What follows belongs to an exercise in optimizing a design on an open flow for small area; a production flow would make more cautious choices. In this exercise RTL edits were held to simulation tests only and were not proved equivalent to the original. Power figures rest on the tool's default switching activity, not on a simulated workload.

## epd_ctrl
module epd_ctrl (
    input  wire        clk,
    input  wire        rst,
    input  wire        bus_valid,
    input  wire        bus_write,
    input  wire [2:0]  bus_addr,
    input  wire [31:0] bus_wdata,
    output wire        bus_ready,
    output reg  [31:0] bus_rdata,
    output wire        pin_drv_en,
    output wire        pin_vdd,
    output wire        pin_vneg,
    output wire        pin_vpos,
    output wire        pin_le,
    output wire        pin_oe,
    output wire        pin_cl,
    output wire        pin_sph,
    output wire [7:0]  pin_d,
    output wire        pin_ckv,
    output wire        pin_gmode,
    output wire        pin_spv
);
clock: 10.0 ns
lec_check: 0
cap_margin: 20
core_margin: 2
core_utilization: 65
gpl_timing_driven: 0
place_density: 0.8
slew_margin: 20
standard.sh (not shown) runs the stock make flow with config.mk's settings and CLKGATE_MAP_FILE= SYNTH_SCRIPT=/design/flow/synth_recipe.tcl, a recipe that flattens the netlist after the stock synthesis.
==> flow/flow/run.sh <==
#!/bin/bash
# Own layout flow: the standard layout (standard.sh), with these changes in how
# the layout is made:
#  - synthesis is the standard synthesis (synth_recipe.tcl), except that ABC maps
#    the combinational logic with an area-oriented script (flow/area.abc);
#    registers, their names and cell types are those of the standard synthesis;
#  - clock tree synthesis runs without dummy loads and with small clock buffers;
#  - the port buffers are the smallest buffer cell.
# Each tool's full output goes to a log file in the work folder.
set -euo pipefail
W=$(pwd)
cat > "$W/own_synth.tcl" <<EOT
proc abc {args} {
  set i [lsearch \$args -script]
  if {\$i >= 0} { lset args [expr {\$i + 1}] {$W/flow/area.abc} }
  yosys abc {*}\$args
}
source {$W/synth_recipe.tcl}
EOT
sed "s#SYNTH_SCRIPT=[^ ]*synth_recipe.tcl#SYNTH_SCRIPT=$W/own_synth.tcl#" standard.sh > own_standard.sh
grep -q "SYNTH_SCRIPT=$W/own_synth.tcl" own_standard.sh
export CTS_ARGS="-sink_clustering_enable -repair_clock_nets -dont_use_dummy_load -sink_clustering_size 16 -sink_clustering_max_diameter 60 -buf_list {sky130_fd_sc_hd__clkbuf_4 sky130_fd_sc_hd__clkbuf_8}"
export BUFFER_PORTS_ARGS="-inputs -outputs -buffer_cell sky130_fd_sc_hd__buf_1"
bash own_standard.sh synth > synth.log 2>&1
bash own_standard.sh > layout.log 2>&1
test -s out/final.def
==> flow/flow/area.abc <==
strash
&get -n
&dch -f
&nf -a -R 1000
&put
topo
The first run passed the timing, design-rule and antenna checks.
Rerun with:
--- a/flow/flow/run.sh
+++ b/flow/flow/run.sh
@@ -21,3 +21,3 @@
 grep -q "SYNTH_SCRIPT=$W/own_synth.tcl" own_standard.sh
-export CTS_ARGS="-sink_clustering_enable -repair_clock_nets -dont_use_dummy_load -sink_clustering_size 16 -sink_clustering_max_diameter 60 -buf_list {sky130_fd_sc_hd__clkbuf_4 sky130_fd_sc_hd__clkbuf_8}"
+export CTS_ARGS="-sink_clustering_enable -repair_clock_nets -dont_use_dummy_load -sink_clustering_size 10 -sink_clustering_max_diameter 45 -buf_list {sky130_fd_sc_hd__clkbuf_4}"
 export BUFFER_PORTS_ARGS="-inputs -outputs -buffer_cell sky130_fd_sc_hd__buf_1"
==> flow/flow/area.abc (replaced) <==
strash
&get -n
&dch -f
&nf -a -R 1000
&put
strash
&get -n
&dch -f
&nf -a -R 1000
&put
topo
CORE_UTILIZATION = 55   (was 65)
GPL_TIMING_DRIVEN = not set   (was 0)
PLACE_DENSITY = 0.7   (was 0.8)
Effect: The new run finished clean; worst hold slack degrades by 0.046 ns; setup slack gains 0.39 ns; global-route usage drops by 2.1 points; routed wire length grows by a little under a tenth; cell area went down slightly; synthesized cell count fell slightly; first-iteration DRC count came out higher by roughly a tenth.
Rerun with:
==> flow/flow/area.abc (replaced) <==
strash
&get -n
&dch -f
&nf -a -R 1000
&put
topo
Effect: The changed run finished with timing, DRC and antenna clean; via count is lower by 0.48%; wire length is lower by 4.0%; global-route usage is lower by 1.4 points; worst setup slack gains 0.035 ns; count of clock-buffer cells in the layout does not change; critical path depth is higher by 3; first-iteration DRC count is lower by 21%; die area is higher by 0.42%.
Rerun with:
==> flow/flow/area.abc (replaced) <==
strash
&get -n
&dch -f
&nf -a -R 1000
&put
strash
&get -n
&dch -f
&nf -a -R 1000
&put
topo
CAP_MARGIN = 0   (was 20)
SLEW_MARGIN = 0   (was 20)
What happened:
- via count barely changes
- sequential cell count stays the same
- total power is about the same
- setup slack is worse by 0.032 ns
- clock power is about the same
- wire length grows by a few percent
- utilization rose by 0.50 points

---

## main
Another version of the RTL of epd_ctrl (not shown whole).
Size: roughly 3700 cells after synthesis, ~91 I/O pins, ~0.040 mm2 of cells after synthesis.
export LEC_CHECK = 0
export CAP_MARGIN = 20
export CORE_MARGIN = 2
export CORE_UTILIZATION = 55
export PLACE_DENSITY = 0.7
export SLEW_MARGIN = 20
create_clock -name core_clock -period 10.0 [get_ports {clk}]
==> flow/flow/run.sh <==
#!/bin/bash
# Own layout flow: the standard layout (standard.sh), with two changes in how
# the layout is made:
#  - synthesis is the standard synthesis (synth_recipe.tcl), except that ABC maps
#    the combinational logic with an area-oriented script (flow/area.abc);
#    registers, their names and cell types are those of the standard synthesis;
#  - clock tree synthesis runs without dummy loads and with small clock buffers;
#  - the port buffers are the smallest buffer cell.
# Each tool's full output goes to a log file in the work folder.
set -euo pipefail
W=$(pwd)
cat > "$W/own_synth.tcl" <<EOT
proc abc {args} {
  set i [lsearch \$args -script]
  if {\$i >= 0} { lset args [expr {\$i + 1}] {$W/flow/area.abc} }
  yosys abc {*}\$args
}
source {$W/synth_recipe.tcl}
EOT
sed "s#SYNTH_SCRIPT=[^ ]*synth_recipe.tcl#SYNTH_SCRIPT=$W/own_synth.tcl#" standard.sh > own_standard.sh
grep -q "SYNTH_SCRIPT=$W/own_synth.tcl" own_standard.sh
export CTS_ARGS="-sink_clustering_enable -repair_clock_nets -dont_use_dummy_load -sink_clustering_size 16 -sink_clustering_max_diameter 60 -buf_list {sky130_fd_sc_hd__clkbuf_4 sky130_fd_sc_hd__clkbuf_8}"
export BUFFER_PORTS_ARGS="-inputs -outputs -buffer_cell sky130_fd_sc_hd__buf_1"
bash own_standard.sh synth > synth.log 2>&1
bash own_standard.sh > layout.log 2>&1
test -s out/final.def
==> flow/flow/area.abc <==
strash
&get -n
&dch -f
&nf -a -R 1000
&put
topo
#### Input delta (the feature branch over main)
# main
export LEC_CHECK = 0
export CAP_MARGIN = 20
export CORE_MARGIN = 2
export CORE_UTILIZATION = 55
export PLACE_DENSITY = 0.7
export SLEW_MARGIN = 20
create_clock -name core_clock -period 10.0 [get_ports {clk}]
# the feature branch
export LEC_CHECK = 0
export CAP_MARGIN = 20
export CORE_MARGIN = 2
export CORE_UTILIZATION = 40
export PLACE_DENSITY = 0.6
export SLEW_MARGIN = 20
create_clock -name core_clock -period 10.0 [get_ports {clk}]
--- a/flow/flow/run.sh
+++ b/flow/flow/run.sh
@@ -7,2 +7 @@
-#  - clock tree synthesis runs without dummy loads and with small clock buffers;
-#  - the port buffers are the smallest buffer cell.
+#  - clock tree synthesis runs without dummy loads and with small clock buffers.
@@ -23 +21,0 @@
-export BUFFER_PORTS_ARGS="-inputs -outputs -buffer_cell sky130_fd_sc_hd__buf_1"
Results
The minimum clock period after layout reported for the feature branch is smaller than that of main by 0.013 ns. Changes observed in the feature branch relative to main: final standard cell count with taps included and fillers excluded now larger; cell area after placement now larger; fraction of area in registers now smaller; power share of the sequential group now smaller. Higher mean number of vias per cell among the feature branch and main: main. [compare] base=main new=the feature branch: path length in cells of the critical path went down 2.8%; area growth from synthesis to layout went up 2.3 points; count of plain and timing-repair buffers in the layout went down 3; setup slack went up 0.013 ns; register-to-register path setup slack held.

==> afterwards: timing with drivers on the ports <==
Ports are ideal in the flow. The routed layouts listed here were re-timed in OpenROAD. Step 1 sets driving cells, clkbuf_16 on the clock port and buf_2 on the other inputs (assumed; they add their load-dependent delay and slew). Step 2 adds t to the input delays and takes it off the output delays; t is the mean of the earliest and latest rising clock arrival at the registers after step 1. Input paths then give back, and output paths get back, about the clock's delay inside the block. a / b / c = no drivers / after step 1 / after step 2; a / b = the first two.
run	t, ns	slack for setup (ns)	pins driven straight from the clock port
the first run of note 1	0.748	0.455 / 0.455 / 0.455	1
the second run of note 1	1.049	0.844 / 0.844 / 0.844	1
the third run of note 1	1.069	0.878 / 0.878 / 0.878	1
the fourth run of note 1	1.054	0.846 / 0.846 / 0.846	1
main	0.752	0.871 / 0.871 / 0.871	1
the feature branch	0.761	0.884 / 0.884 / 0.884	1
After both steps setup and hold are still met in every run listed.
